Context: an optimization exercise on an open-source flow, tuned for small area, a short achievable clock period and few clock cycles per item. The choices shown serve that exercise and are no tape-out recipe. At most, simulation tests tie the RTL to the original design; equivalence was not proved. For run 3, only the layout was checked, not whether the RTL still works. Power is estimated from default activity; no workload was simulated.

File: flow/flow/run.sh
#!/bin/bash
# The standard layout (the standard.sh: standard synthesis, floorplan,
# placement, CTS, routing) with two changes to how it is made:
#  * timing repair aims for 5.45 ns of setup slack at the design's 10 ns
#    clock (a 4.55 ns period, which is what the design can reach) instead of
#    only 0 ns;
#  * the buffers that the flow puts on every input and output port are
#    sky130_fd_sc_hd__buf_1 instead of the cell buffer_ports picks by itself
#    (clkdlybuf4s50_1); repair may resize them as for any other cell.
# Each tool's output is in standard_flow.log and in orfs/logs/.
set -euo pipefail
bash standard.sh SETUP_SLACK_MARGIN=5.45 "BUFFER_PORTS_ARGS=-buffer_cell sky130_fd_sc_hd__buf_1" finish > standard_flow.log 2>&1
File: flow/config.mk
export PLATFORM = sky130hd
export DESIGN_NAME = yce_block_conv
export DESIGN_NICKNAME = yce_block_conv
export VERILOG_FILES = /design/flow/design.v
export SDC_FILE = /design/flow/constraint.sdc
export NUM_CORES = 4
export LEC_CHECK = 0
export CAP_MARGIN = 20
export CORE_MARGIN = 2
export CORE_UTILIZATION = 60
export PLACE_DENSITY = 0.72
export SLEW_MARGIN = 20
export SYNTH_HIERARCHICAL = 1
File: flow/standard.sh
#!/bin/bash
# synth_recipe.tcl (not shown) runs the flow's synth.tcl, then flattens the netlist and writes it again
# the make line also repeats each setting of config.mk as NAME=value (left out here)
make -C /OpenROAD-flow-scripts/flow DESIGN_CONFIG=/design/flow/config.mk WORK_HOME=/design/flow/orfs CLKGATE_MAP_FILE= SYNTH_SCRIPT=/design/flow/synth_recipe.tcl "${@:-finish}"
File: flow/constraint.sdc
create_clock -name core_clock -period 10.0 [get_ports {clk}]
set_input_delay 2.0000 -clock core_clock [delete_from_list [all_inputs] [get_ports {clk}]]
set_output_delay 2.0000 -clock core_clock [all_outputs]
set_load 0.01 [all_outputs]
File: flow/design.v
module yce_fa (input wire a, input wire b, input wire c, output wire s, output wire co);
    assign s  = a ^ b ^ c;
    assign co = (a & b) | (a & c) | (b & c);
endmodule
module yce_ha (input wire a, input wire b, output wire s, output wire co);
    assign s  = a ^ b;
    assign co = a & b;
endmodule
module yce_block_conv (
    input  wire         clk,
    input  wire         rst,             
    input  wire         in_valid,
    output wire         in_ready,
    input  wire         in_fmt,          
    input  wire         in_chroma,       
    input  wire [511:0] in_data,
    output reg          out_valid,
    input  wire         out_ready,
    output reg          out_chroma,
    output reg  [127:0] out_y,
    output reg  [63:0]  out_u,
    output reg  [63:0]  out_v
);
    reg         s_valid;
    reg         s_chroma;
    reg [383:0] s_px;                    
    reg         not_full;
    wire out_en = !out_valid || out_ready;
    wire s_en   = !s_valid || out_en;
    assign in_ready = not_full || out_ready;   
    wire [383:0] in_px;
    genvar n;
    generate
        for (n = 0; n < 16; n = n + 1) begin : g_in
            assign in_px[24*n +: 24] = in_fmt ? in_data[32*n +: 24] : in_data[24*n +: 24];
        end
    endgenerate
    wire s_valid_n   = s_en ? in_valid : s_valid;
    wire out_valid_n = out_en ? s_valid : out_valid;
    always @(posedge clk) begin
        if (rst) begin
            s_valid  <= 1'b0;
            not_full <= 1'b1;
        end else begin
            s_valid  <= s_valid_n;
            not_full <= !(s_valid_n && out_valid_n);
        end
        if (s_en) begin
            s_chroma <= in_chroma;
            s_px     <= in_px;
        end
    end
    wire [127:0] y_bytes;
    wire [63:0]  u_bytes;
    wire [63:0]  v_bytes;
    generate
        for (n = 0; n < 16; n = n + 1) begin : g_px
            wire [7:0] pb = s_px[24*n +: 8];
            wire [7:0] pg = s_px[24*n + 8 +: 8];
            wire [7:0] pr = s_px[24*n + 16 +: 8];
            wire [7:0] yb;
            wire y_s1, y_c2;
            yce_fa u_y_s1 (.a(pr[1]), .b(pr[6]), .c(pg[0]), .s(y_s1), .co(y_c2));
            wire y_s3, y_c4;
            yce_ha u_y_s3 (.a(pr[3]), .b(pg[4]), .s(y_s3), .co(y_c4));
            wire y_s5, y_c6;
            yce_fa u_y_s5 (.a(pr[4]), .b(pg[5]), .c(pb[1]), .s(y_s5), .co(y_c6));
            wire y_s7, y_c8;
            yce_fa u_y_s7 (.a(pr[0]), .b(pr[5]), .c(pg[6]), .s(y_s7), .co(y_c8));
            wire y_s9, y_c10;
            yce_ha u_y_s9 (.a(pb[2]), .b(pb[3]), .s(y_s9), .co(y_c10));
            wire y_s11, y_c12;
            yce_fa u_y_s11 (.a(pg[7]), .b(pb[3]), .c(pb[4]), .s(y_s11), .co(y_c12));
            wire y_s13, y_c14;
            yce_fa u_y_s13 (.a(pb[7]), .b(y_s1), .c(1'b1), .s(y_s13), .co(y_c14));
            wire y_s15, y_c16;
            yce_fa u_y_s15 (.a(pr[2]), .b(pr[7]), .c(pg[1]), .s(y_s15), .co(y_c16));
            wire y_s17, y_c18;
            yce_fa u_y_s17 (.a(pb[4]), .b(pb[5]), .c(y_c2), .s(y_s17), .co(y_c18));
            wire y_s19, y_c20;
            yce_fa u_y_s19 (.a(pr[3]), .b(pg[2]), .c(pb[5]), .s(y_s19), .co(y_c20));
            wire y_s21, y_c22;
            yce_ha u_y_s21 (.a(pr[4]), .b(pg[3]), .s(y_s21), .co(y_c22));
            wire y_s23, y_c24;
            yce_ha u_y_s23 (.a(pr[2]), .b(pg[3]), .s(y_s23), .co(y_c24));
            wire y_s25, y_c26;
            yce_fa u_y_s25 (.a(pb[0]), .b(pb[1]), .c(pb[4]), .s(y_s25), .co(y_c26));
            wire y_s27, y_c28;
            yce_fa u_y_s27 (.a(pb[2]), .b(pb[5]), .c(y_c4), .s(y_s27), .co(y_c28));
            wire y_s29, y_c30;
            yce_fa u_y_s29 (.a(pb[6]), .b(y_s9), .c(y_c6), .s(y_s29), .co(y_c30));
            wire y_s31, y_c32;
            yce_fa u_y_s31 (.a(y_c10), .b(y_c8), .c(y_s11), .s(y_s31), .co(y_c32));
            wire y_s33, y_c34;
            yce_fa u_y_s33 (.a(y_c12), .b(y_s15), .c(y_s17), .s(y_s33), .co(y_c34));
            wire y_s35, y_c36;
            yce_fa u_y_s35 (.a(pb[6]), .b(y_c16), .c(y_s19), .s(y_s35), .co(y_c36));
            wire y_s37, y_c38;
            yce_fa u_y_s37 (.a(pb[6]), .b(pb[7]), .c(y_s21), .s(y_s37), .co(y_c38));
            wire y_s39, y_c40;
            yce_fa u_y_s39 (.a(pr[5]), .b(pg[4]), .c(pb[7]), .s(y_s39), .co(y_c40));
            wire y_s41 = ~pr[6];
            wire y_s42, y_c43;
            yce_ha u_y_s42 (.a(pr[0]), .b(pg[1]), .s(y_s42), .co(y_c43));
            wire y_s44, y_c45;
            yce_fa u_y_s44 (.a(pr[1]), .b(pg[2]), .c(pb[2]), .s(y_s44), .co(y_c45));
            wire y_s46, y_c47;
            yce_fa u_y_s46 (.a(pb[0]), .b(pb[3]), .c(y_s23), .s(y_s46), .co(y_c47));
            wire y_s48, y_c49;
            yce_fa u_y_s48 (.a(y_c24), .b(y_s3), .c(y_s25), .s(y_s48), .co(y_c49));
            wire y_s50, y_c51;
            yce_fa u_y_s50 (.a(y_c26), .b(y_s5), .c(y_s27), .s(y_s50), .co(y_c51));
            wire y_s52, y_c53;
            yce_fa u_y_s52 (.a(y_s7), .b(y_c28), .c(y_s29), .s(y_s52), .co(y_c53));
            wire y_s54, y_c55;
            yce_fa u_y_s54 (.a(y_c30), .b(y_s13), .c(y_s31), .s(y_s54), .co(y_c55));
            wire y_s56, y_c57;
            yce_fa u_y_s56 (.a(y_c14), .b(y_c32), .c(y_s33), .s(y_s56), .co(y_c57));
            wire y_s58, y_c59;
            yce_fa u_y_s58 (.a(y_c18), .b(y_s35), .c(y_c34), .s(y_s58), .co(y_c59));
            wire y_s60, y_c61;
            yce_fa u_y_s60 (.a(y_c20), .b(y_s37), .c(y_c36), .s(y_s60), .co(y_c61));
            wire y_s62, y_c63;
            yce_fa u_y_s62 (.a(y_c22), .b(y_s39), .c(y_c38), .s(y_s62), .co(y_c63));
            wire y_s64, y_c65;
            yce_fa u_y_s64 (.a(pg[5]), .b(y_s41), .c(y_c40), .s(y_s64), .co(y_c65));
            wire y_s66, y_c67;
            yce_fa u_y_s66 (.a(pr[7]), .b(pg[6]), .c(pr[6]), .s(y_s66), .co(y_c67));
            wire y_r68 = pg[0] & pb[0];
            wire y_r69 = (pb[1] & y_s42) | (pb[1] & y_r68) | (y_s42 & y_r68);
            wire y_r70 = (y_s44 & y_c43) | (y_s44 & y_r69) | (y_c43 & y_r69);
            wire y_r71 = (y_s46 & y_c45) | (y_s46 & y_r70) | (y_c45 & y_r70);
            wire y_r72 = (y_s48 & y_c47) | (y_s48 & y_r71) | (y_c47 & y_r71);
            wire y_r73 = (y_s50 & y_c49) | (y_s50 & y_r72) | (y_c49 & y_r72);
            wire y_r74 = (y_s52 & y_c51) | (y_s52 & y_r73) | (y_c51 & y_r73);
            wire y_r75 = (y_s54 & y_c53) | (y_s54 & y_r74) | (y_c53 & y_r74);
            wire y_s76, y_c77;
            yce_ha u_y_s76 (.a(y_s56), .b(y_c55), .s(y_s76), .co(y_c77));
            wire y_s78, y_c79;
            yce_ha u_y_s78 (.a(y_s58), .b(y_c57), .s(y_s78), .co(y_c79));
            wire y_s80, y_c81;
            yce_ha u_y_s80 (.a(y_s60), .b(y_c59), .s(y_s80), .co(y_c81));
            wire y_s82, y_c83;
            yce_ha u_y_s82 (.a(y_s62), .b(y_c61), .s(y_s82), .co(y_c83));
            wire y_s84, y_c85;
            yce_ha u_y_s84 (.a(y_s64), .b(y_c63), .s(y_s84), .co(y_c85));
            wire y_s86, y_c87;
            yce_ha u_y_s86 (.a(y_s66), .b(y_c65), .s(y_s86), .co(y_c87));
            wire y_s88, y_c89;
            yce_ha u_y_s88 (.a(pg[7]), .b(y_c67), .s(y_s88), .co(y_c89));
            wire y_g90 = y_c77 | (y_s76 & y_r75);
            wire y_g91 = y_c79 | (y_s78 & y_c77);
            wire y_q92 = y_s78 & y_s76;
            wire y_g93 = y_g91 | (y_q92 & y_r75);
            wire y_g94 = y_c81 | (y_s80 & y_g91);
            wire y_q95 = y_s80 & y_q92;
            wire y_g96 = y_g94 | (y_q95 & y_r75);
            wire y_g97 = y_c83 | (y_s82 & y_c81);
            wire y_q98 = y_s82 & y_s80;
            wire y_g99 = y_g97 | (y_q98 & y_g91);
            wire y_q100 = y_q98 & y_q92;
            wire y_g101 = y_g99 | (y_q100 & y_r75);
            wire y_g102 = y_c85 | (y_s84 & y_g99);
            wire y_q103 = y_s84 & y_q100;
            wire y_g104 = y_g102 | (y_q103 & y_r75);
            wire y_g105 = y_c87 | (y_s86 & y_c85);
            wire y_q106 = y_s86 & y_s84;
            wire y_g107 = y_g105 | (y_q106 & y_g99);
            wire y_q108 = y_q106 & y_q100;
            wire y_g109 = y_g107 | (y_q108 & y_r75);
            wire y_g110 = y_c89 | (y_s88 & y_g105);
            wire y_q111 = y_s88 & y_q106;
            wire y_g112 = y_g110 | (y_q111 & y_g99);
            wire y_q113 = y_q111 & y_q100;
            wire y_g114 = y_g112 | (y_q113 & y_r75);
            wire y_o115 = y_s76 ^ y_r75;
            wire y_o116 = y_s78 ^ y_g90;
            wire y_o117 = y_s80 ^ y_g93;
            wire y_o118 = y_s82 ^ y_g96;
            wire y_o119 = y_s84 ^ y_g101;
            wire y_o120 = y_s86 ^ y_g104;
            wire y_o121 = y_s88 ^ y_g109;
            wire y_o122 = 1'b0 ^ y_g114;
            assign yb = {y_o122, y_o121, y_o120, y_o119, y_o118, y_o117, y_o116, y_o115};
            assign y_bytes[8*n +: 8] = yb;
            if (n % 2 == 0) begin : g_c
                wire [7:0] ub, vb;
                wire u_s1, u_c2;
                yce_ha u_u_s1 (.a(~pr[5]), .b(~pr[4]), .s(u_s1), .co(u_c2));
                wire u_s3, u_c4;
                yce_fa u_u_s3 (.a(~pr[6]), .b(~pr[5]), .c(~pr[2]), .s(u_s3), .co(u_c4));
                wire u_s5, u_c6;
                yce_ha u_u_s5 (.a(~pg[6]), .b(~pg[4]), .s(u_s5), .co(u_c6));
                wire u_s7, u_c8;
                yce_fa u_u_s7 (.a(~pr[7]), .b(~pr[6]), .c(~pr[3]), .s(u_s7), .co(u_c8));
                wire u_s9, u_c10;
                yce_fa u_u_s9 (.a(~pg[7]), .b(~pg[5]), .c(~pg[2]), .s(u_s9), .co(u_c10));
                wire u_s11 = pb[4];
                wire u_s12, u_c13;
                yce_fa u_u_s12 (.a(~pr[7]), .b(~pr[4]), .c(~pg[6]), .s(u_s12), .co(u_c13));
                wire u_s14, u_c15;
                yce_ha u_u_s14 (.a(~pg[3]), .b(~pb[5]), .s(u_s14), .co(u_c15));
                wire u_s16, u_c17;
                yce_ha u_u_s16 (.a(~pr[5]), .b(~pg[7]), .s(u_s16), .co(u_c17));
                wire u_s18, u_c19;
                yce_ha u_u_s18 (.a(~pr[3]), .b(~pr[2]), .s(u_s18), .co(u_c19));
                wire u_s20, u_c21;
                yce_fa u_u_s20 (.a(~pr[4]), .b(~pr[3]), .c(~pr[0]), .s(u_s20), .co(u_c21));
                wire u_s22, u_c23;
                yce_ha u_u_s22 (.a(~pg[4]), .b(~pg[2]), .s(u_s22), .co(u_c23));
                wire u_s24, u_c25;
                yce_fa u_u_s24 (.a(~pr[1]), .b(~pg[5]), .c(~pg[3]), .s(u_s24), .co(u_c25));
                wire u_s26, u_c27;
                yce_fa u_u_s26 (.a(~pg[0]), .b(~pb[2]), .c(u_s1), .s(u_s26), .co(u_c27));
                wire u_s28, u_c29;
                yce_fa u_u_s28 (.a(~pg[1]), .b(~pb[3]), .c(pb[0]), .s(u_s28), .co(u_c29));
                wire u_s30, u_c31;
                yce_fa u_u_s30 (.a(u_c2), .b(u_s5), .c(u_s3), .s(u_s30), .co(u_c31));
                wire u_s32, u_c33;
                yce_fa u_u_s32 (.a(pb[1]), .b(u_s11), .c(u_c6), .s(u_s32), .co(u_c33));
                wire u_s34, u_c35;
                yce_fa u_u_s34 (.a(u_c4), .b(u_s7), .c(u_s9), .s(u_s34), .co(u_c35));
                wire u_s36, u_c37;
                yce_fa u_u_s36 (.a(pb[2]), .b(~pb[4]), .c(u_s14), .s(u_s36), .co(u_c37));
                wire u_s38, u_c39;
                yce_fa u_u_s38 (.a(u_c8), .b(u_c10), .c(u_s12), .s(u_s38), .co(u_c39));
                wire u_s40, u_c41;
                yce_fa u_u_s40 (.a(~pg[4]), .b(~pb[6]), .c(pb[3]), .s(u_s40), .co(u_c41));
                wire u_s42, u_c43;
                yce_fa u_u_s42 (.a(u_c15), .b(u_s16), .c(u_c13), .s(u_s42), .co(u_c43));
                wire u_s44, u_c45;
                yce_fa u_u_s44 (.a(~pr[6]), .b(~pg[5]), .c(~pb[7]), .s(u_s44), .co(u_c45));
                wire u_s46, u_c47;
                yce_ha u_u_s46 (.a(pb[4]), .b(u_c17), .s(u_s46), .co(u_c47));
                wire u_s48, u_c49;
                yce_ha u_u_s48 (.a(~pr[7]), .b(~pg[6]), .s(u_s48), .co(u_c49));
                wire u_s50, u_c51;
                yce_ha u_u_s50 (.a(~pr[2]), .b(~pr[1]), .s(u_s50), .co(u_c51));
                wire u_s52, u_c53;
                yce_fa u_u_s52 (.a(~pg[3]), .b(~pg[1]), .c(~pb[0]), .s(u_s52), .co(u_c53));
                wire u_s54, u_c55;
                yce_fa u_u_s54 (.a(~pb[1]), .b(u_c19), .c(u_s22), .s(u_s54), .co(u_c55));
                wire u_s56, u_c57;
                yce_fa u_u_s56 (.a(u_c23), .b(u_c21), .c(u_s24), .s(u_s56), .co(u_c57));
                wire u_s58, u_c59;
                yce_fa u_u_s58 (.a(u_c25), .b(u_s28), .c(u_c27), .s(u_s58), .co(u_c59));
                wire u_s60, u_c61;
                yce_fa u_u_s60 (.a(u_c29), .b(u_s32), .c(u_c31), .s(u_s60), .co(u_c61));
                wire u_s62, u_c63;
                yce_fa u_u_s62 (.a(u_c33), .b(u_s36), .c(u_c35), .s(u_s62), .co(u_c63));
                wire u_s64, u_c65;
                yce_fa u_u_s64 (.a(u_s40), .b(u_c37), .c(u_s42), .s(u_s64), .co(u_c65));
                wire u_s66, u_c67;
                yce_fa u_u_s66 (.a(u_c41), .b(u_s44), .c(u_s46), .s(u_s66), .co(u_c67));
                wire u_s68, u_c69;
                yce_fa u_u_s68 (.a(pb[5]), .b(u_s48), .c(u_c45), .s(u_s68), .co(u_c69));
                wire u_s70, u_c71;
                yce_ha u_u_s70 (.a(~pg[7]), .b(pb[6]), .s(u_s70), .co(u_c71));
                wire u_s72, u_c73;
                yce_ha u_u_s72 (.a(~pr[1]), .b(~pr[0]), .s(u_s72), .co(u_c73));
                wire u_s74, u_c75;
                yce_fa u_u_s74 (.a(~pg[2]), .b(~pg[0]), .c(u_s50), .s(u_s74), .co(u_c75));
                wire u_s76, u_c77;
                yce_fa u_u_s76 (.a(u_c51), .b(u_s18), .c(u_s52), .s(u_s76), .co(u_c77));
                wire u_s78, u_c79;
                yce_fa u_u_s78 (.a(u_c53), .b(u_s20), .c(u_s54), .s(u_s78), .co(u_c79));
                wire u_s80, u_c81;
                yce_fa u_u_s80 (.a(u_c55), .b(u_s26), .c(u_s56), .s(u_s80), .co(u_c81));
                wire u_s82, u_c83;
                yce_fa u_u_s82 (.a(u_c57), .b(u_s30), .c(u_s58), .s(u_s82), .co(u_c83));
                wire u_s84, u_c85;
                yce_fa u_u_s84 (.a(u_s34), .b(u_c59), .c(u_s60), .s(u_s84), .co(u_c85));
                wire u_s86, u_c87;
                yce_fa u_u_s86 (.a(u_s38), .b(u_c61), .c(u_s62), .s(u_s86), .co(u_c87));
                wire u_s88, u_c89;
                yce_fa u_u_s88 (.a(u_c39), .b(u_c63), .c(u_s64), .s(u_s88), .co(u_c89));
                wire u_s90, u_c91;
                yce_fa u_u_s90 (.a(u_c43), .b(u_s66), .c(u_c65), .s(u_s90), .co(u_c91));
                wire u_s92, u_c93;
                yce_fa u_u_s92 (.a(u_c47), .b(u_s68), .c(u_c67), .s(u_s92), .co(u_c93));
                wire u_s94, u_c95;
                yce_fa u_u_s94 (.a(u_c49), .b(u_s70), .c(u_c69), .s(u_s94), .co(u_c95));
                wire u_s96, u_c97;
                yce_ha u_u_s96 (.a(pb[7]), .b(u_c71), .s(u_s96), .co(u_c97));
                wire u_s98, u_c99;
                yce_ha u_u_s98 (.a(~pr[0]), .b(~pg[0]), .s(u_s98), .co(u_c99));
                wire u_s100, u_c101;
                yce_ha u_u_s100 (.a(~pg[1]), .b(u_s72), .s(u_s100), .co(u_c101));
                wire u_s102, u_c103;
                yce_ha u_u_s102 (.a(u_s74), .b(u_c73), .s(u_s102), .co(u_c103));
                wire u_s104, u_c105;
                yce_ha u_u_s104 (.a(u_s76), .b(u_c75), .s(u_s104), .co(u_c105));
                wire u_s106, u_c107;
                yce_ha u_u_s106 (.a(u_s78), .b(u_c77), .s(u_s106), .co(u_c107));
                wire u_s108, u_c109;
                yce_ha u_u_s108 (.a(u_s80), .b(u_c79), .s(u_s108), .co(u_c109));
                wire u_s110, u_c111;
                yce_ha u_u_s110 (.a(u_s82), .b(u_c81), .s(u_s110), .co(u_c111));
                wire u_s112, u_c113;
                yce_ha u_u_s112 (.a(u_s84), .b(u_c83), .s(u_s112), .co(u_c113));
                wire u_s114, u_c115;
                yce_ha u_u_s114 (.a(u_s86), .b(u_c85), .s(u_s114), .co(u_c115));
                wire u_s116, u_c117;
                yce_ha u_u_s116 (.a(u_s88), .b(u_c87), .s(u_s116), .co(u_c117));
                wire u_s118, u_c119;
                yce_ha u_u_s118 (.a(u_s90), .b(u_c89), .s(u_s118), .co(u_c119));
                wire u_s120, u_c121;
                yce_ha u_u_s120 (.a(u_s92), .b(u_c91), .s(u_s120), .co(u_c121));
                wire u_s122, u_c123;
                yce_ha u_u_s122 (.a(u_s94), .b(u_c93), .s(u_s122), .co(u_c123));
                wire u_s124, u_c125;
                yce_ha u_u_s124 (.a(u_s96), .b(u_c95), .s(u_s124), .co(u_c125));
                wire u_g126 = u_c111 | (u_s110 & u_c109);
                wire u_q127 = u_s110 & u_s108;
                wire u_g128 = u_c107 | (u_s106 & u_c105);
                wire u_q129 = u_s106 & u_s104;
                wire u_g130 = u_g126 | (u_q127 & u_g128);
                wire u_q131 = u_q127 & u_q129;
                wire u_g132 = u_c103 | (u_s102 & u_c101);
                wire u_q133 = u_s102 & u_s100;
                wire u_g134 = u_g132 | (u_q133 & u_c99);
                wire u_g135 = u_g130 | (u_q131 & u_g134);
                wire u_g136 = u_c113 | (u_s112 & u_g135);
                wire u_g137 = u_c115 | (u_s114 & u_c113);
                wire u_q138 = u_s114 & u_s112;
                wire u_g139 = u_g137 | (u_q138 & u_g135);
                wire u_g140 = u_c117 | (u_s116 & u_g137);
                wire u_q141 = u_s116 & u_q138;
                wire u_g142 = u_g140 | (u_q141 & u_g135);
                wire u_g143 = u_c119 | (u_s118 & u_c117);
                wire u_q144 = u_s118 & u_s116;
                wire u_g145 = u_g143 | (u_q144 & u_g137);
                wire u_q146 = u_q144 & u_q138;
                wire u_g147 = u_g145 | (u_q146 & u_g135);
                wire u_g148 = u_c121 | (u_s120 & u_g145);
                wire u_q149 = u_s120 & u_q146;
                wire u_g150 = u_g148 | (u_q149 & u_g135);
                wire u_g151 = u_c123 | (u_s122 & u_c121);
                wire u_q152 = u_s122 & u_s120;
                wire u_g153 = u_g151 | (u_q152 & u_g145);
                wire u_q154 = u_q152 & u_q146;
                wire u_g155 = u_g153 | (u_q154 & u_g135);
                wire u_g156 = u_c125 | (u_s124 & u_g151);
                wire u_q157 = u_s124 & u_q152;
                wire u_g158 = u_g156 | (u_q157 & u_g145);
                wire u_q159 = u_q157 & u_q146;
                wire u_g160 = u_g158 | (u_q159 & u_g135);
                wire u_o161 = u_s112 ^ u_g135;
                wire u_o162 = u_s114 ^ u_g136;
                wire u_o163 = u_s116 ^ u_g139;
                wire u_o164 = u_s118 ^ u_g142;
                wire u_o165 = u_s120 ^ u_g147;
                wire u_o166 = u_s122 ^ u_g150;
                wire u_o167 = u_s124 ^ u_g155;
                wire u_o168 = u_c97 ^ u_g160;
                assign ub = {u_o168, u_o167, u_o166, u_o165, u_o164, u_o163, u_o162, u_o161};
                wire v_s1, v_c2;
                yce_ha u_v_s1 (.a(pr[3]), .b(~pr[0]), .s(v_s1), .co(v_c2));
                wire v_s3, v_c4;
                yce_fa u_v_s3 (.a(pr[4]), .b(~pr[1]), .c(~pg[7]), .s(v_s3), .co(v_c4));
                wire v_s5 = ~pr[5];
                wire v_s6 = ~pr[6];
                wire v_s7 = ~pr[7];
                wire v_s8, v_c9;
                yce_ha u_v_s8 (.a(pr[1]), .b(~pg[4]), .s(v_s8), .co(v_c9));
                wire v_s10, v_c11;
                yce_fa u_v_s10 (.a(pr[2]), .b(~pg[5]), .c(pg[1]), .s(v_s10), .co(v_c11));
                wire v_s12, v_c13;
                yce_ha u_v_s12 (.a(pg[0]), .b(pb[5]), .s(v_s12), .co(v_c13));
                wire v_s14, v_c15;
                yce_fa u_v_s14 (.a(~pg[6]), .b(pg[2]), .c(pg[1]), .s(v_s14), .co(v_c15));
                wire v_s16, v_c17;
                yce_fa u_v_s16 (.a(pb[6]), .b(pb[3]), .c(v_s1), .s(v_s16), .co(v_c17));
                wire v_s18, v_c19;
                yce_fa u_v_s18 (.a(pg[3]), .b(pg[2]), .c(pb[7]), .s(v_s18), .co(v_c19));
                wire v_s20, v_c21;
                yce_fa u_v_s20 (.a(pb[4]), .b(v_c2), .c(v_s3), .s(v_s20), .co(v_c21));
                wire v_s22, v_c23;
                yce_fa u_v_s22 (.a(~pr[2]), .b(pg[4]), .c(pg[3]), .s(v_s22), .co(v_c23));
                wire v_s24, v_c25;
                yce_fa u_v_s24 (.a(pb[5]), .b(v_s5), .c(v_c4), .s(v_s24), .co(v_c25));
                wire v_s26, v_c27;
                yce_fa u_v_s26 (.a(~pr[3]), .b(pg[5]), .c(pg[4]), .s(v_s26), .co(v_c27));
                wire v_s28, v_c29;
                yce_fa u_v_s28 (.a(pb[6]), .b(pr[5]), .c(v_s6), .s(v_s28), .co(v_c29));
                wire v_s30, v_c31;
                yce_fa u_v_s30 (.a(~pr[4]), .b(pg[6]), .c(pg[5]), .s(v_s30), .co(v_c31));
                wire v_s32, v_c33;
                yce_fa u_v_s32 (.a(pb[7]), .b(pr[6]), .c(v_s7), .s(v_s32), .co(v_c33));
                wire v_s34, v_c35;
                yce_fa u_v_s34 (.a(~pr[5]), .b(pg[7]), .c(pg[6]), .s(v_s34), .co(v_c35));
                wire v_s36 = ~pr[7];
                wire v_s37 = pr[6];
                wire v_s38, v_c39;
                yce_ha u_v_s38 (.a(pr[0]), .b(~pg[3]), .s(v_s38), .co(v_c39));
                wire v_s40, v_c41;
                yce_fa u_v_s40 (.a(pg[0]), .b(pb[4]), .c(pb[1]), .s(v_s40), .co(v_c41));
                wire v_s42, v_c43;
                yce_fa u_v_s42 (.a(pb[2]), .b(v_c9), .c(v_s12), .s(v_s42), .co(v_c43));
                wire v_s44, v_c45;
                yce_fa u_v_s44 (.a(v_c13), .b(v_c11), .c(v_s14), .s(v_s44), .co(v_c45));
                wire v_s46, v_c47;
                yce_fa u_v_s46 (.a(v_c15), .b(v_s18), .c(v_c17), .s(v_s46), .co(v_c47));
                wire v_s48, v_c49;
                yce_fa u_v_s48 (.a(v_c19), .b(v_s22), .c(v_s24), .s(v_s48), .co(v_c49));
                wire v_s50, v_c51;
                yce_fa u_v_s50 (.a(v_c23), .b(v_s26), .c(v_s28), .s(v_s50), .co(v_c51));
                wire v_s52, v_c53;
                yce_fa u_v_s52 (.a(v_c27), .b(v_c29), .c(v_s30), .s(v_s52), .co(v_c53));
                wire v_s54, v_c55;
                yce_fa u_v_s54 (.a(v_s36), .b(v_c31), .c(v_c33), .s(v_s54), .co(v_c55));
                wire v_s56, v_c57;
                yce_fa u_v_s56 (.a(pg[7]), .b(pr[7]), .c(v_s37), .s(v_s56), .co(v_c57));
                wire v_s58 = pr[7];
                wire v_s59, v_c60;
                yce_ha u_v_s59 (.a(pb[3]), .b(pb[0]), .s(v_s59), .co(v_c60));
                wire v_s61, v_c62;
                yce_fa u_v_s61 (.a(v_c39), .b(v_s8), .c(v_s40), .s(v_s61), .co(v_c62));
                wire v_s63, v_c64;
                yce_fa u_v_s63 (.a(v_c41), .b(v_s10), .c(v_s42), .s(v_s63), .co(v_c64));
                wire v_s65, v_c66;
                yce_fa u_v_s65 (.a(v_c43), .b(v_s16), .c(v_s44), .s(v_s65), .co(v_c66));
                wire v_s67, v_c68;
                yce_fa u_v_s67 (.a(v_c45), .b(v_s20), .c(v_s46), .s(v_s67), .co(v_c68));
                wire v_s69, v_c70;
                yce_fa u_v_s69 (.a(v_c21), .b(v_c47), .c(v_s48), .s(v_s69), .co(v_c70));
                wire v_s71, v_c72;
                yce_fa u_v_s71 (.a(v_c25), .b(v_s50), .c(v_c49), .s(v_s71), .co(v_c72));
                wire v_s73, v_c74;
                yce_fa u_v_s73 (.a(v_s32), .b(v_c51), .c(v_s52), .s(v_s73), .co(v_c74));
                wire v_s75, v_c76;
                yce_fa u_v_s75 (.a(v_s34), .b(v_c53), .c(v_s54), .s(v_s75), .co(v_c76));
                wire v_s77, v_c78;
                yce_fa u_v_s77 (.a(v_c35), .b(v_s56), .c(v_c55), .s(v_s77), .co(v_c78));
                wire v_s79, v_c80;
                yce_fa u_v_s79 (.a(~pr[6]), .b(v_s58), .c(v_c57), .s(v_s79), .co(v_c80));
                wire v_s81 = pr[7];
                wire v_r82 = ~pg[0] & pb[0];
                wire v_r83 = (~pg[1] & pb[1]) | (~pg[1] & v_r82) | (pb[1] & v_r82);
                wire v_r84 = (~pg[2] & pb[2]) | (~pg[2] & v_r83) | (pb[2] & v_r83);
                wire v_r85 = (v_s38 & v_s59) | (v_s38 & v_r84) | (v_s59 & v_r84);
                wire v_r86 = (v_s61 & v_c60) | (v_s61 & v_r85) | (v_c60 & v_r85);
                wire v_r87 = (v_s63 & v_c62) | (v_s63 & v_r86) | (v_c62 & v_r86);
                wire v_r88 = (v_s65 & v_c64) | (v_s65 & v_r87) | (v_c64 & v_r87);
                wire v_s89, v_c90;
                yce_ha u_v_s89 (.a(v_s67), .b(v_c66), .s(v_s89), .co(v_c90));
                wire v_s91, v_c92;
                yce_ha u_v_s91 (.a(v_s69), .b(v_c68), .s(v_s91), .co(v_c92));
                wire v_s93, v_c94;
                yce_ha u_v_s93 (.a(v_s71), .b(v_c70), .s(v_s93), .co(v_c94));
                wire v_s95, v_c96;
                yce_ha u_v_s95 (.a(v_s73), .b(v_c72), .s(v_s95), .co(v_c96));
                wire v_s97, v_c98;
                yce_ha u_v_s97 (.a(v_s75), .b(v_c74), .s(v_s97), .co(v_c98));
                wire v_s99, v_c100;
                yce_ha u_v_s99 (.a(v_s77), .b(v_c76), .s(v_s99), .co(v_c100));
                wire v_s101, v_c102;
                yce_ha u_v_s101 (.a(v_s79), .b(v_c78), .s(v_s101), .co(v_c102));
                wire v_p103 = v_s81 ^ v_c80;
                wire v_g104 = v_c90 | (v_s89 & v_r88);
                wire v_g105 = v_c92 | (v_s91 & v_c90);
                wire v_q106 = v_s91 & v_s89;
                wire v_g107 = v_g105 | (v_q106 & v_r88);
                wire v_g108 = v_c94 | (v_s93 & v_g105);
                wire v_q109 = v_s93 & v_q106;
                wire v_g110 = v_g108 | (v_q109 & v_r88);
                wire v_g111 = v_c96 | (v_s95 & v_c94);
                wire v_q112 = v_s95 & v_s93;
                wire v_g113 = v_g111 | (v_q112 & v_g105);
                wire v_q114 = v_q112 & v_q106;
                wire v_g115 = v_g113 | (v_q114 & v_r88);
                wire v_g116 = v_c98 | (v_s97 & v_g113);
                wire v_q117 = v_s97 & v_q114;
                wire v_g118 = v_g116 | (v_q117 & v_r88);
                wire v_g119 = v_c100 | (v_s99 & v_c98);
                wire v_q120 = v_s99 & v_s97;
                wire v_g121 = v_g119 | (v_q120 & v_g113);
                wire v_q122 = v_q120 & v_q114;
                wire v_g123 = v_g121 | (v_q122 & v_r88);
                wire v_g124 = v_c102 | (v_s101 & v_g119);
                wire v_q125 = v_s101 & v_q120;
                wire v_g126 = v_g124 | (v_q125 & v_g113);
                wire v_q127 = v_q125 & v_q114;
                wire v_g128 = v_g126 | (v_q127 & v_r88);
                wire v_o129 = v_s89 ^ v_r88;
                wire v_o130 = v_s91 ^ v_g104;
                wire v_o131 = v_s93 ^ v_g107;
                wire v_o132 = v_s95 ^ v_g110;
                wire v_o133 = v_s97 ^ v_g115;
                wire v_o134 = v_s99 ^ v_g118;
                wire v_o135 = v_s101 ^ v_g123;
                wire v_o136 = v_p103 ^ v_g128;
                assign vb = ~{v_o136, v_o135, v_o134, v_o133, v_o132, v_o131, v_o130, v_o129};
                assign u_bytes[8*(n/2) +: 8] = ub;
                assign v_bytes[8*(n/2) +: 8] = vb;
            end
        end
    endgenerate
    always @(posedge clk) begin
        if (rst) begin
            out_valid <= 1'b0;
        end else if (out_en) begin
            out_valid <= s_valid;
        end
        if (out_en) begin
            out_chroma <= s_chroma;
            out_y      <= y_bytes;
            out_u      <= s_chroma ? u_bytes : 64'd0;
            out_v      <= s_chroma ? v_bytes : 64'd0;
        end
    end
endmodule
==> flow_summary.ini, run 1 <==
[timing]
grt_setup_unrepaired = yes
finalWorstPathRequiredPeriod_ns = 4.52
finalHoldViolCount = 0
worst_clock_skew_ns = 0.0399
finalSetupViolations = 0
setup-tns-final_ns = 0
final.period_utilization_pct = 45.2
finalMaxSlewViolations = 0
worst_pin_slew_ns = 1.08
relSlewSlack_pct = 27.9
fmax_ghz = 0.221

[logic_synthesis]
syn_area_um2 = 60400
syn-mean-instance-area_um2 = 14.2
async_reset_ff_share_pct = 0
netlist_top_cells_area = fa_1 (33%), edfxtp_1 (32%), ha_1 (11%)
synth_largest_area_cell = fa_1
postSynthCellCount = 4263
synth_edf_count = 642
netlist-cell-type-count = 71
yosys.area.top_type_share_pct = 32.9
synthTopCellsByCount = fa_1 (992), edfxtp_1 (642), ha_1 (528), mux2_2 (360), inv_1 (221)
ys_ff_latch = 645
sequential_to_total_area_share_from_yosys_stat_pct = 32.0
synth_warnings = 7
post-synth-top-count-cell = fa_1
dominantRegCellSynth = edfxtp_1

[floorplanning]
floorplan.io_pins = 777
die_ar_um2 = 103000
floorplan.initialDensity_pct = 60.4
placementRows = 116
floorplan.die.height_um = 321
std_cell_core_area_um2 = 99900
chipWidth_um = 321

[finish]
share_of_cells_above_drive_strength_1_pct = 14.7
synthToLayoutAreaGrowth_pct = 13.2
fin_nets = 7215
multi_input_area_um2 = 40100
nFillCells = 7143
finish.instance_area_um2 = 68300
sequential_area_um2 = 19300

[place]
place.port_buffers = 744
post_dp_cell_area_um2 = 64800
hpwlAfterDp_um = 134000
gpl.final_weighted_congestion = 0.953

[hold_path]
min-delay-path-class = register to register
hold_path_end = out_valid
worstHoldPathCells = 2
launch_instance_of_the_worst_min_delay_path = s_valid

[route]
drt_wl_total_um = 166000
detailroute.via_count = 39800
ant_nets = 0
viasPerCell = 6.08
initialDrtViolationCount = 3026
avgRoutedWirePerCell_um = 25.3
post_route_drc_violation_count = 0
length_of_the_first_detailed_routing_pass_in_iterations = 5

[worst_setup_path]
worstPathRequired_ns = 8.00
r2r_slack_ns = 5.51
crit-reg2reg-launch = s_px[22]
cp_data_arrival_time_ns = 2.52
critical_path.endpoint_type = output pin
critical_path.max_fanout = 2
crit_path_start_kind = primary input
reg2reg_depth = 11
reg2reg_to = out_u[7]
path_class = primary input to output pin

[global_route]
overflow = 0
grt_antenna_before_repair = 13
grt.total_usage_pct = 32.8
grt_first_pass_wirelength_um = 249000
grt_pass1_vias = 41200
pin_count_of_the_biggest_net_entering_global_routing = 153

[clock_tree]
cts_buf_count = 76
cts.sinks = 645
insertion_delay_ns = 0.70
clock_tree.root_cell = clkbuf_16
tritoncts = yes
cts_max_path_buffers = 3
count_of_hold_fix_buffers_inserted_at_cts = 0
cts_max_level = 3
clk_pin_slew_worst_paths_ns = 0.06

[power]
pwr_density_cell_nw_per_um2 = 291
p_switching_uw = 8580
p_comb_share_pct = 62.2
clock_network_fraction_of_design_power_pct = 14.4
power.ir.vdd_worst_mv = 0.221
p_int_uw = 11300
total_power_uw = 19900
leakage_uw = 0.0273
p_seq_share_pct = 23.4
p_sw_share_pct = 43.2

[run]
max_cap_viol_count = 0

[run_status]
status = timing/DRC/antenna clean
## worst max path at each step
stage | cells past startpoint | end | from | slack, ns
detailed placement | 12 | out_u[7] | s_px[22] | 5.27
global route | 11 | out_u[7] | s_px[22] | 5.33
CTS | 12 | out_u[7] | s_px[22] | 5.36
finish | 3 | in_ready | out_ready | 5.48
global placement | 12 | out_u[39] | s_px[214] | 5.38
floorplan | 2 | out_chroma | out_ready | 3.57
## cells by family after synthesis
family	Yosys count	share of synthesized area (%)
multiplexers	369	6.87
other	1	0.00621
buffers and inverters	277	1.72
flip-flops	645	32.0
adder cells (fa/ha/maj)	1551	44.4
AND/OR/NAND/NOR	682	5.62
AO/OA/AOI/OAI	607	7.47
XOR/XNOR	131	1.90
## modules after synthesis, one instance, submodules excluded
module,flops+latches,copies in the design,cells inside
yce_ha,0,496,1
yce_fa,0,992,1
yce_block_conv,645,1,2775
## layout make-up
type,instances,share of cell area (%)
Multi-Input combinational cell,3356,58.7
Sequential cell,645,28.3
Timing Repair Buffer,877,5.59
Clock buffer,90,2.86
Tap cell,1298,2.38
Inverter,221,1.29
Clock inverter,52,0.820
Antenna cell,5,0.0183
## power by group through the flow
| stage | clock (uW) | combinational, uW | sequential [uW] |
|---|---|---|---|
| floorplan | 0 | 8780 | 4800 |
| global placement | 0 | 11800 | 4720 |
| detailed placement | 0 | 12000 | 4720 |
| CTS | 2900 | 12200 | 4670 |
| global route | 2990 | 13900 | 4710 |
| finish | 2850 | 12300 | 4650 |
## through the flow
step	hold WS (ns)	worst slack [ns]	std cells	utilization, %
after floorplan	0.424	3.57	4278	-
after global placement	0.575	5.38	6278	64.9
after detailed placement	0.583	5.27	6278	64.9
after CTS	0.593	5.36	6440	67.6
after global routing	0.621	5.33	6541	68.4
final	0.598	5.48	6544	68.4
## critical path, stage by stage
cell      delay, ns
clkbuf_2       0.11
or2_2          0.29
clkbuf_2       0.13
## sequential cells by signal, indices dropped and copies added (netlist names)
signal,flops
s_chroma,1
out_u,64
out_valid,1
out_y,128
s_px,384
s_valid,1
not_full,1
out_chroma,1
out_v,64
## metal layers
metal	vias up	part of all wire, %	track usage (%)
li1	17400	-	-
met1	20300	40	44.0
met2	1717	47	52.1
met3	326	8.7	7.40
met4	6	4.7	13.7
met5	-	0.025	0
## what timing repair did
action | in CTS | in global routing
resized for setup | 6 | 47
setup endpoints to repair | 22 | 81
setup buffers | 20 | 99
pin swaps | 0 | 2
## cell usage in the layout, fill, tap and decap left out, drive strengths merged, types with 29 or more instances in the layout
master | netlist | final
fa | 992 | 992
buf | 0 | 874
edfxtp | 642 | 642
ha | 528 | 528
mux2 | 360 | 360
inv | 221 | 215
nor2 | 194 | 194
nand2 | 160 | 160
a21oi | 121 | 121
o21ai | 98 | 98
clkbuf | 56 | 93
xor2 | 73 | 73
xnor2 | 58 | 58
or3 | 55 | 55
nand3 | 54 | 54
nor3 | 52 | 52
a211oi | 41 | 41
a31oi | 41 | 41
nand2b | 39 | 39
a21o | 38 | 38
a2111oi | 36 | 36
clkinv | 0 | 32
maj3 | 31 | 31
and3 | 29 | 29
Testbench counts, summed over its fixed seeds: cycles 6,008, items 6,000.
==> run 2: changes to the inputs <==
--- a/flow/config.mk
+++ b/flow/config.mk
@@ -9,4 +9,6 @@
 export CORE_MARGIN = 2
 export CORE_UTILIZATION = 60
+export CTS_CLUSTER_DIAMETER = 70
+export CTS_CLUSTER_SIZE = 30
 export PLACE_DENSITY = 0.72
 export SLEW_MARGIN = 20
==> run 2 against run 1 <==
Compared with the run above:
- still clean
- wire length down 0.76%
- core utilization fell by 0.35 points
- sequential power barely moved
- non-clock buffer count grew 14
- sequential share of layout area grew 0.15 points
- fmax barely moved
- clock skew decreased by 0.0094 ns
- first-iteration DRC count rose by 0.63%
- clock power down 15%
- area after synthesis unchanged
- sequential cell count did not move
==> flow_summary.ini, run 2 <==
[run_status]
status = timing/DRC/antenna clean

[clock_tree]
insertion_delay_ns = 0.69
clock_tree.root_cell = clkbuf_16
cts_buf_count = 54
clk_pin_slew_worst_paths_ns = 0.09
tritoncts = yes
count_of_hold_fix_buffers_inserted_at_cts = 0
cts_max_path_buffers = 3
cts_max_level = 2
cts.sinks = 645

[logic_synthesis]
synthTopCellsByCount = fa_1 (992), edfxtp_1 (642), ha_1 (528), mux2_2 (360), inv_1 (221)
post-synth-top-count-cell = fa_1
synth_largest_area_cell = fa_1
synth_warnings = 7
async_reset_ff_share_pct = 0
ys_ff_latch = 645
sequential_to_total_area_share_from_yosys_stat_pct = 32.0
netlist-cell-type-count = 71
yosys.area.top_type_share_pct = 32.9
syn-mean-instance-area_um2 = 14.2
syn_area_um2 = 60400
synth_edf_count = 642
netlist_top_cells_area = fa_1 (33%), edfxtp_1 (32%), ha_1 (11%)
dominantRegCellSynth = edfxtp_1
postSynthCellCount = 4263

[finish]
largest_register_ff_count = 384
mostFrequentLayoutCell = fa_1
fin_nets = 7207
multi_input_area_um2 = 40100
share_of_cells_above_drive_strength_1_pct = 14.6
nFillCells = 7186
finalNonFillerCells = 6517
synthToLayoutAreaGrowth_pct = 12.6
sequential_area_um2 = 19300
most-common-layout-cells = fa_1 (992), buf_1 (741), edfxtp_1 (642)
largestRegisters = s_px (384), out_y (128)
register_containing_the_most_flip_flops_in_the_final_layout = s_px

[place]
hpwlAfterDp_um = 134000
post-place-cells = 6278
place.port_buffers = 744
gpl.final_weighted_congestion = 0.953
pre_cts_slack_ns = 5.27

[worst_setup_path]
cp_top_family = simple AND/OR/NAND/NOR gates
crit-reg2reg-launch = s_px[113]
r2r_slack_ns = 5.56
path_class = primary input to output pin
worstPathRequired_ns = 8.00
critical_path.max_fanout = 2
slowest_cp_cell = or2_2
reg2reg_depth = 11
number_of_buffers_and_inverters_on_the_critical_path = 2
cp_data_arrival_time_ns = 2.52
crit_path_start_kind = primary input
reg2reg_to = out_v[21]
cp_cell_sequence = clkbuf_2 > or2_2 > clkbuf_2
critical_path.endpoint_type = output pin
cpPeakStageDelay_ns = 0.29
worst_path_most_repeated_cell = clkbuf_2

[hold_path]
worstHoldPathCells = 2
hold_path_end = out_valid
min-delay-path-class = register to register
launch_instance_of_the_worst_min_delay_path = s_valid

[timing]
finalWorstPathRequiredPeriod_ns = 4.52
finalMaxSlewViolations = 0
finalSetupViolations = 0
relSlewSlack_pct = 28.2
worst_pin_slew_ns = 1.08
fin_worst_setup_slack_ns = 5.48
fmax_ghz = 0.221
setup-tns-final_ns = 0
final.period_utilization_pct = 45.2
grt_setup_unrepaired = yes
finalHoldViolCount = 0
worst_clock_skew_ns = 0.0305

[power]
pwr_density_cell_nw_per_um2 = 286
power.ir.vdd_worst_mv = 0.204
total_power_uw = 19400
leakage_uw = 0.0271

[run]
max_cap_viol_count = 0

[global_route]
grt_antenna_before_repair = 16
top_usage_layer = met2
grt_first_pass_wirelength_um = 247000
met3_usage_grt_pct = 6.85
grt.total_usage_pct = 32.5
grt.met2_usage_pct = 51.5
overflow = 0
grt_util_met1_pct = 44.0
pin_count_of_the_biggest_net_entering_global_routing = 153
grt_pass1_vias = 40900

[floorplanning]
chipWidth_um = 321
placementRows = 116
floorplan.io_pins = 777
std_cell_core_area_um2 = 99900
die_ar_um2 = 103000
floorplan.initialDensity_pct = 60.4
floorplan.die.height_um = 321

[route]
ant_nets = 0
viasPerCell = 6.06
drt_wl_total_um = 165000
avgRoutedWirePerCell_um = 25.3
initialDrtViolationCount = 3045
post_route_drc_violation_count = 0
length_of_the_first_detailed_routing_pass_in_iterations = 5
detailroute.via_count = 39500
run 2: cell types whose count changed in the layout (fill, tap and decap cells not counted), moves of 4 or more:
cell	before	now
clkbuf_1	14	0
clkinv_8	3	7
clkinv_16	0	4
bufinv_16	8	1
buf_4	131	145
clkinv_2	13	4
inv_12	0	8
clkinvlp_4	18	14
clkinv_1	11	1
clkbuf_16	76	55
inv_16	2	8
run 2: repair_timing:
action,CTS,global route
pin swaps,0,0
endpoints found under the setup margin,19,82
gates resized for setup,5,45
cloned,0,0
setup buffers,17,116
run 2: final cells by class:
cell class	instances	area share, %
inverters	221	1.29
clock inverters	45	1.01
well taps	1298	2.39
diodes	6	0.0221
clock buffers	55	2.02
repair buffers	891	5.78
multi-input cells	3356	59.0
flip-flops and latches	645	28.5
run 2: kinds of logic (layout without fill, tap and decap cells):
kind of cell | Yosys count | in the layout | share of synthesized area (%)
adder cells (fa/ha/maj) | 1551 | 1551 | 44.4
AND/OR/NAND/NOR | 682 | 682 | 5.62
flip-flops | 645 | 645 | 32.0
AO/OA/AOI/OAI | 607 | 607 | 7.47
multiplexers | 369 | 369 | 6.87
buffers and inverters | 277 | 1212 | 1.72
XOR/XNOR | 131 | 131 | 1.90
other | 1 | 22 | 0.00621
run 2: report_power, final:
group	switching, uW	internal (uW)
combinational	6860	5490
sequential	493	4150
clock	1280	1160
total	8630	10800
run 2: worst min-delay path: cells and delay by family, from the launching register on:
family | cells | cell delay [ns]
simple gates | 2 | 0.17
flops | 1 | 0.39
run 2: per-stage QoR:
step                util (%)  hold WS (ns)  cell area (um^2)
floorplan                  -         0.424             60400
global placement        64.9         0.575             64800
detailed placement      64.9         0.583             64800
CTS                     67.1         0.597             67000
global route            68.1         0.629             68000
finish                  68.1         0.596             68000
run 2: how the worst max path moves through the flow:
stage / start / endpoint / depth (start not counted)
2_1_floorplan: out_ready / out_chroma / 2
3_3_place_gp: s_px[214] / out_u[39] / 12
3_5_place_dp: s_px[22] / out_u[7] / 12
4_1_cts: s_px[22] / out_u[7] / 12
5_1_grt: s_px[257] / out_y[85] / 11
6_report: out_ready / in_ready / 3
run 2: per-layer routing:
metal,up-vias,share of wire [%]
met1,20200,40
met2,1631,47
met3,298,8.6
li1,17400,-
met5,-,0.022
met4,6,4.6
run 2: Yosys stat by module, one instance, submodules excluded:
module	cell area (um^2)	copies in the design	flops+latches	cells
yce_block_conv	34300	1	645	2775
yce_fa	20.0	992	0	1
yce_ha	12.5	496	0	1
==> run 3: changes to the inputs <==
--- a/flow/design.v
+++ b/flow/design.v
@@ -25,8 +25,7 @@
     reg         s_chroma;
     reg [383:0] s_px;                    
-    reg         not_full;
     wire out_en = !out_valid || out_ready;
     wire s_en   = !s_valid || out_en;
-    assign in_ready = not_full || out_ready;   
+    assign in_ready = s_en;
     wire [383:0] in_px;
     genvar n;
@@ -36,13 +35,9 @@
         end
     endgenerate
-    wire s_valid_n   = s_en ? in_valid : s_valid;
-    wire out_valid_n = out_en ? s_valid : out_valid;
     always @(posedge clk) begin
         if (rst) begin
-            s_valid  <= 1'b0;
-            not_full <= 1'b1;
-        end else begin
-            s_valid  <= s_valid_n;
-            not_full <= !(s_valid_n && out_valid_n);
+            s_valid <= 1'b0;
+        end else if (s_en) begin
+            s_valid <= in_valid;
         end
         if (s_en) begin
--- a/flow/config.mk
+++ b/flow/config.mk
@@ -8,8 +8,5 @@
 export CAP_MARGIN = 20
 export CORE_MARGIN = 2
-export CORE_UTILIZATION = 60
-export CTS_CLUSTER_DIAMETER = 70
-export CTS_CLUSTER_SIZE = 30
-export PLACE_DENSITY = 0.72
+export CORE_UTILIZATION = 40
 export SLEW_MARGIN = 20
 export SYNTH_HIERARCHICAL = 1
==> run 3 against run 2 <==
Compared with the run above:
- still clean on timing, DRC and antenna
- clock power increased by 24%
- cell count increased by 11%
- non-clock buffer count increased by 24
- synthesized cell count decreased by 0.70%
- core utilization decreased by 21 points
- critical path depth increased by 1
- sequential cell count decreased by 1
- global-route usage decreased by 8.5 points
- sequential power about the same
- wire length increased by 10%
- critical endpoint unchanged
- largest cell class unchanged
- largest power group unchanged
==> flow_summary.ini, run 3 <==
[place]
place.port_buffers = 744
hpwlAfterDp_um = 147000
gpl.final_weighted_congestion = 0.925
post_dp_cell_area_um2 = 64800

[finish]
nFillCells = 13300
multi_input_area_um2 = 39300
fin_nets = 7233
share_of_cells_above_drive_strength_1_pct = 14.6
finish.instance_area_um2 = 68900
mostFrequentLayoutCell = fa_1
largestRegisters = s_px (384), out_y (128)
finish.utilization_pct = 46.6
largest_register_ff_count = 384
sequential_area_um2 = 19300
register_containing_the_most_flip_flops_in_the_final_layout = s_px
most-common-layout-cells = fa_1 (992), buf_1 (741), edfxtp_1 (642)
synthToLayoutAreaGrowth_pct = 15.7

[timing]
finalMaxSlewViolations = 0
final.period_utilization_pct = 45.8
worst_clock_skew_ns = 0.0281
worst_pin_slew_ns = 1.04
finalHoldViolCount = 0
grt_setup_unrepaired = yes
setup-tns-final_ns = 0
relSlewSlack_pct = 30.9
finalSetupViolations = 0
fmax_ghz = 0.218
finalWorstPathRequiredPeriod_ns = 4.58

[route]
ant_nets = 0
initialDrtViolationCount = 2854
post_route_drc_violation_count = 0
avgRoutedWirePerCell_um = 25.2
drt_wl_total_um = 181000
length_of_the_first_detailed_routing_pass_in_iterations = 6
detailroute.via_count = 39400
viasPerCell = 5.47

[logic_synthesis]
synthTopCellsByCount = fa_1 (992), edfxtp_1 (642), ha_1 (528), mux2_2 (360), inv_1 (252)
sequential_to_total_area_share_from_yosys_stat_pct = 32.4
dominantRegCellSynth = edfxtp_1
synth_warnings = 7
synth_largest_area_cell = fa_1
netlist-cell-type-count = 66
synth_edf_count = 642
yosys.area.top_type_share_pct = 33.3
ys_ff_latch = 644
syn_area_um2 = 59600
syn-mean-instance-area_um2 = 14.1
netlist_top_cells_area = fa_1 (33%), edfxtp_1 (32%), ha_1 (11%)
async_reset_ff_share_pct = 0
postSynthCellCount = 4233
post-synth-top-count-cell = fa_1

[clock_tree]
cts_max_path_buffers = 3
clock_tree.root_cell = clkbuf_16
tritoncts = yes
insertion_delay_ns = 0.70
cts.sinks = 644
clk_pin_slew_worst_paths_ns = 0.06
cts_buf_count = 82
cts_max_level = 3

[power]
leakage_uw = 0.0274
total_power_uw = 19600
power.ir.vdd_worst_mv = 0.236
pwr_density_cell_nw_per_um2 = 284

[global_route]
grt_pass1_vias = 41400
pin_count_of_the_biggest_net_entering_global_routing = 136
grt_first_pass_wirelength_um = 267000
grt_antenna_before_repair = 38
grt.total_usage_pct = 24.0
overflow = 0

[hold_path]
worstHoldPathCells = 2
min-delay-path-class = register to register

[worst_setup_path]
critical_path.endpoint_type = output pin
crit_path_start_kind = primary input
worstPathRequired_ns = 8.00
reg2reg_depth = 11
critical_path.max_fanout = 2
path_class = primary input to output pin
cp_data_arrival_time_ns = 2.58

[floorplanning]
floorplan.io_pins = 777
std_cell_core_area_um2 = 148000
die_ar_um2 = 152000
placementRows = 141
chipWidth_um = 390
floorplan.initialDensity_pct = 40.3
floorplan.die.height_um = 390

[run_status]
status = timing/DRC/antenna clean

[run]
max_cap_viol_count = 0
==> run 3: cell types whose count changed after synthesis, moves of 16 or more <==
cell / delta
nand2b_1: -18
o21ai_0: +30
nor2_1: +26
inv_1: +31
a211oi_1: -35
nand3_1: -27
a22oi_1: +21
nand2_1: -58
xor2_1: -23
a21boi_0: +16
a222oi_1: +24
o22ai_1: +22
a31o_2: -18
o21a_1: +19
==> run 3: cell type report <==
cell class	count	share of cell area [%]
multi-input cells	3300	57.1
well taps	1930	3.50
inverters	252	1.44
flip-flops and latches	644	28.0
clock inverters	55	0.826
repair buffers	915	6.01
clock buffers	94	3.07
diodes	12	0.0436
==> run 3: stage by stage <==
| step | hold slack (ns) | instances | setup slack [ns] |
|---|---|---|---|
| 2_1_floorplan | 0.424 | 4248 | 3.52 |
| 3_3_place_gp | 0.574 | 6883 | 4.90 |
| 3_5_place_dp | 0.589 | 6883 | 4.85 |
| 4_1_cts | 0.767 | 7070 | 5.39 |
| 5_1_grt | 0.797 | 7196 | 5.40 |
| 6_report | 0.767 | 7202 | 5.42 |
==> run 3: power by group <==
part	internal, uW	total (uW)	switching [uW]	leakage (uW)
logic	5260	11900	6680	0.0192
clock network	1700	3010	1310	0.00129
registers	4130	4650	518	0.00689
total	11100	19600	8500	0.0274
==> run 3: worst paths after layout <==
path,startpoint,endpoint,slack [ns]
setup reg to reg,s_px[164],out_v[30],5.62
setup / recovery,out_ready,in_ready,5.42
hold / removal,s_px[327],out_y[111],0.77
hold reg to reg,s_px[327],out_y[111],0.77
==> run 3: kinds of logic (layout without fill, tap and decap cells) <==
| group | count (synthesis) | after routing | synth area share, % |
|---|---|---|---|
| fa+ha+maj | 1536 | 1536 | 44.7 |
| other cells | 1 | 28 | 0.00629 |
| simple gates | 609 | 611 | 4.91 |
| flops | 644 | 644 | 32.4 |
| xor+xnor | 113 | 113 | 1.66 |
| mux | 362 | 362 | 6.84 |
| compound gates | 662 | 662 | 7.55 |
| buf+inv | 306 | 1316 | 1.93 |
==> run 3: worst max-delay path: stages <==
cell and delay (ns):
buf_6 0.10, nor2b_4 0.16, nand2_8 0.12, buf_6 0.18
==> run 3: repair_timing <==
item,4_1_cts,5_1_grt
cloned,2,0
buffers inserted,36,120
endpoints found under the setup margin,24,165
resized for setup,31,42
pin swaps,1,10
hold buffers,0,0
==> run 3: routing by layer <==
layer / vias up / GRT usage [%] / wire, um
met2: 1445 / 37.2 / 82600
met3: 250 / 4.78 / 14100
met4: 12 / 7.34 / 5840
met5: - / 0 / 88
met1: 20300 / 34.2 / 78600
li1: 17400 / - / -
==> run 3: per-module statistics from Yosys, one instance, submodules excluded <==
module	times used	cells	flops+latches	cell area [um^2]
yce_fa	992	1	0	20.0
yce_block_conv	1	2745	644	33500
yce_ha	496	1	0	12.5
==> run 4: changes to the inputs <==
--- a/flow/design.v
+++ b/flow/design.v
@@ -25,7 +25,8 @@
     reg         s_chroma;
     reg [383:0] s_px;                    
+    reg         not_full;
     wire out_en = !out_valid || out_ready;
     wire s_en   = !s_valid || out_en;
-    assign in_ready = s_en;
+    assign in_ready = not_full || out_ready;   
     wire [383:0] in_px;
     genvar n;
@@ -35,9 +36,13 @@
         end
     endgenerate
+    wire s_valid_n   = s_en ? in_valid : s_valid;
+    wire out_valid_n = out_en ? s_valid : out_valid;
     always @(posedge clk) begin
         if (rst) begin
-            s_valid <= 1'b0;
-        end else if (s_en) begin
-            s_valid <= in_valid;
+            s_valid  <= 1'b0;
+            not_full <= 1'b1;
+        end else begin
+            s_valid  <= s_valid_n;
+            not_full <= !(s_valid_n && out_valid_n);
         end
         if (s_en) begin
==> flow/flow/run.sh (replaced) <==
#!/bin/bash
# The standard layout (the standard.sh: standard synthesis, floorplan,
# placement, CTS, routing) with two changes to how it is made:
#  * timing repair aims for 5.3 ns of setup slack at the design's 10 ns
#    clock (a 4.7 ns period, which is what the design can reach) instead of
#    only 0 ns;
#  * the buffers that the flow puts on every input and output port are
#    sky130_fd_sc_hd__buf_1 instead of the cell buffer_ports picks by itself
#    (clkdlybuf4s50_1); repair may resize them as for any other cell.
# Each tool's output is in standard_flow.log and in orfs/logs/.
set -euo pipefail
bash standard.sh SETUP_SLACK_MARGIN=5.3 "BUFFER_PORTS_ARGS=-buffer_cell sky130_fd_sc_hd__buf_1" finish > standard_flow.log 2>&1
--- a/flow/config.mk
+++ b/flow/config.mk
@@ -8,5 +8,6 @@
 export CAP_MARGIN = 20
 export CORE_MARGIN = 2
-export CORE_UTILIZATION = 40
+export CORE_UTILIZATION = 60
+export PLACE_DENSITY = 0.72
 export SLEW_MARGIN = 20
 export SYNTH_HIERARCHICAL = 1
==> run 4 against run 3 <==
Compared with the run above:
- clock power is 5% lower
- clock-buffer cell count down 4
- critical endpoint is now out_u[39]
- via count rose by 0.13%
- critical path type is now register to register
==> flow_summary.ini, run 4 <==
[run_status]
status = timing/DRC/antenna clean

[worst_setup_path]
critical_path.endpoint_type = register
crit-reg2reg-launch = s_px[207]
cp_cell_sequence = inv_1 > fa_1 > fa_1 > fa_1 > fa_1 > ha_1 > nand3_1 > nor3_1 > o31a_1 > a211oi_1 > xor2_1 > nor2_1
crit_start = s_px[207]
cpPeakStageDelay_ns = 0.57
crit_path_start_kind = register
worstPathRequired_ns = 10.38
slowest_cp_cell = edfxtp_1
number_of_buffers_and_inverters_on_the_critical_path = 1
path_class = register to register
cp_top_family = adder cells
r2r_slack_ns = 5.46
cp_data_arrival_time_ns = 4.92
critical_path.max_fanout = 5
worst_path_most_repeated_cell = fa_1

[global_route]
grt_pass1_vias = 41100
pin_count_of_the_biggest_net_entering_global_routing = 153
grt_first_pass_wirelength_um = 248000
grt_antenna_before_repair = 13
overflow = 0
grt.total_usage_pct = 32.7

[hold_path]
min-delay-path-class = register to register
launch_instance_of_the_worst_min_delay_path = s_valid

[logic_synthesis]
dominantRegCellSynth = edfxtp_1
syn-mean-instance-area_um2 = 14.2
synth_warnings = 7
post-synth-top-count-cell = fa_1
synth_edf_count = 642
netlist_top_cells_area = fa_1 (33%), edfxtp_1 (32%), ha_1 (11%)
syn_area_um2 = 60400
postSynthCellCount = 4263
netlist-cell-type-count = 71
async_reset_ff_share_pct = 0
sequential_to_total_area_share_from_yosys_stat_pct = 32.0
ys_ff_latch = 645
synthTopCellsByCount = fa_1 (992), edfxtp_1 (642), ha_1 (528), mux2_2 (360), inv_1 (221)
yosys.area.top_type_share_pct = 32.9
synth_largest_area_cell = fa_1

[power]
pwr_density_cell_nw_per_um2 = 291
leakage_uw = 0.0271
power.ir.vdd_worst_mv = 0.219

[timing]
fmax_ghz = 0.220
relSlewSlack_pct = 28.8
final.period_utilization_pct = 45.4
finalHoldViolCount = 0
grt_setup_unrepaired = yes
finalSetupViolations = 0
finalMaxSlewViolations = 0
final.hold.worst_slack_ns = 0.596
worst_pin_slew_ns = 1.07
finalWorstPathRequiredPeriod_ns = 4.54
worst_clock_skew_ns = 0.0391
setup-tns-final_ns = 0

[route]
avgRoutedWirePerCell_um = 25.3
post_route_drc_violation_count = 0
drt_wl_total_um = 165000
detailroute.via_count = 39500
ant_nets = 0
length_of_the_first_detailed_routing_pass_in_iterations = 6
initialDrtViolationCount = 3049
viasPerCell = 6.06

[clock_tree]
tritoncts = yes
clk_pin_slew_worst_paths_ns = 0.06
cts.sinks = 645
cts_max_level = 3
cts_max_path_buffers = 3
cts_buf_count = 76
count_of_hold_fix_buffers_inserted_at_cts = 0
clock_tree.root_cell = clkbuf_16
insertion_delay_ns = 0.69

[floorplanning]
floorplan.die.height_um = 321
chipWidth_um = 321
placementRows = 116
std_cell_core_area_um2 = 99900
floorplan.io_pins = 777
die_ar_um2 = 103000
floorplan.initialDensity_pct = 60.4

[run]
max_cap_viol_count = 0

[finish]
finalNonFillerCells = 6506
nFillCells = 7176
fin_nets = 7177
synthToLayoutAreaGrowth_pct = 12.6
most-common-layout-cells = fa_1 (992), buf_1 (743), edfxtp_1 (642)
largestRegisters = s_px (384), out_y (128)
finish.utilization_pct = 68.1
mostFrequentLayoutCell = fa_1
largest_register_ff_count = 384
finish.instance_area_um2 = 68000
register_containing_the_most_flip_flops_in_the_final_layout = s_px
share_of_cells_above_drive_strength_1_pct = 13.4

[place]
gpl.final_weighted_congestion = 0.953
post_dp_cell_area_um2 = 64800
post-place-cells = 6278
hpwlAfterDp_um = 134000
place.port_buffers = 744
run 4: cell types whose count changed after synthesis, moves of 19 or more:
cell	change
nand3_1	+27
nand2_1	+58
inv_1	-31
a222oi_1	-24
a22oi_1	-21
a211oi_1	+35
o21a_1	-19
o22ai_1	-22
o21ai_0	-30
xor2_1	+23
nor2_1	-26
run 4: metrics by stage:
step	worst slack, ns	total power, uW
detailed placement	5.27	16800
floorplan	3.57	13600
finish	5.46	19700
CTS	5.31	19800
global placement	5.38	16500
global route	5.27	21500
run 4: repair_timing:
| action | in CTS | in global routing |
|---|---|---|
| buffers inserted | 2 | 79 |
| pin swaps | 0 | 0 |
| gates resized for setup | 1 | 10 |
| endpoints found under the hold margin | 0 | 0 |
| setup endpoints to repair | 1 | 40 |
run 4: layout make-up:
| class | count | area, um^2 | area share [%] |
|---|---|---|---|
| well taps | 1298 | 1620 | 2.39 |
| clock buffers | 90 | 1950 | 2.88 |
| repair buffers | 839 | 3530 | 5.20 |
| inverters | 221 | 862 | 1.27 |
| multi-input cells | 3356 | 40100 | 59.0 |
| flip-flops and latches | 645 | 19300 | 28.5 |
| clock inverters | 52 | 561 | 0.825 |
| diodes | 5 | 12.5 | 0.0184 |
run 4: worst paths after layout:
check                           cells after the start        end
worst max-delay path                               12  out_u[39]
worst min-delay path                                2  out_valid
worst max register to register                     12  out_u[39]
worst min register to register                      2  out_valid
run 4: modules after synthesis, one instance, submodules excluded:
module / cell area, um^2 / times used
yce_block_conv: 34300 / 1
yce_ha: 12.5 / 496
yce_fa: 20.0 / 992
run 4: kinds of logic after synthesis:
logic type      Yosys count  synth area share [%]
fa+ha+maj              1551                  44.4
simple gates            682                  5.62
flops                   645                  32.0
compound gates          607                  7.47
mux                     369                  6.87
buf+inv                 277                  1.72
xor+xnor                131                  1.90
other cells               1               0.00621
run 4: routing by layer:
layer	share of wire [%]	wire length [um]	track usage [%]	vias to the layer above
met2	47	77900	52.0	1648
met5	0.025	41	0	-
met4	4.5	7410	13.4	6
met1	40	65500	43.8	20200
li1	-	-	-	17300
met3	8.5	14000	7.47	308
run 4: worst reg2reg max path, stage by stage, from the launching register on:
cell      delay, ns
edfxtp_1       0.57
inv_1          0.24
fa_1           0.53
fa_1           0.40
fa_1           0.52
fa_1           0.43
ha_1           0.36
nand3_1        0.11
nor3_1         0.06
o31a_1         0.41
a211oi_1       0.29
xor2_1         0.25
nor2_1         0.08
run 4: report_power, final:
| part | internal (uW) | total (uW) | leakage [uW] | switching [uW] |
|---|---|---|---|---|
| Sequential | 4160 | 4660 | 0.00689 | 502 |
| Clock | 1630 | 2850 | 0.00122 | 1220 |
| Combinational | 5440 | 12200 | 0.0190 | 6800 |
Testbench counts of run 4, summed over its fixed seeds: cycles 6,008, items 6,000.

==> re-timing with driven ports <==
The flow's constraints put no driver on any port. The routed layouts listed below were extracted and timed again, unchanged, in two steps.
Step 1 (the two cells are an assumption about what drives the block):
set clk [get_ports {clk}]
set_driving_cell -lib_cell sky130_fd_sc_hd__clkbuf_16 $clk
set_driving_cell -lib_cell sky130_fd_sc_hd__buf_2 [delete_from_list [all_inputs] $clk]
Step 2 times the ports against the registers' clock, not the clock port: input delays grow and output delays shrink by t, the midpoint of the rising clock arrivals with the driver on.
Slacks: no drivers / after step 1 / after step 2; pairs: no drivers / after step 1.
run	t, ns	slack for setup (ns)	worst hold slack (ns)	worst setup path after step 2	worst slew at a driven data input, ns
run 1	0.751	5.479 / 5.456 / 5.456	0.598 / 0.598 / 0.598	input to output	0.12
run 2	0.749	5.479 / 5.455 / 5.455	0.596 / 0.596 / 0.596	input to output	0.12
run 3	0.770	5.419 / 5.388 / 4.830	0.767 / 0.767 / 0.767	input to register	0.17
run 4	0.750	5.456 / 5.448 / 5.448	0.596 / 0.596 / 0.596	input to output	0.12
After both steps every run listed still meets setup and hold. The setup slack of run 3, which loses most, moves by -0.031 ns with the drivers and by -0.589 ns with both steps.
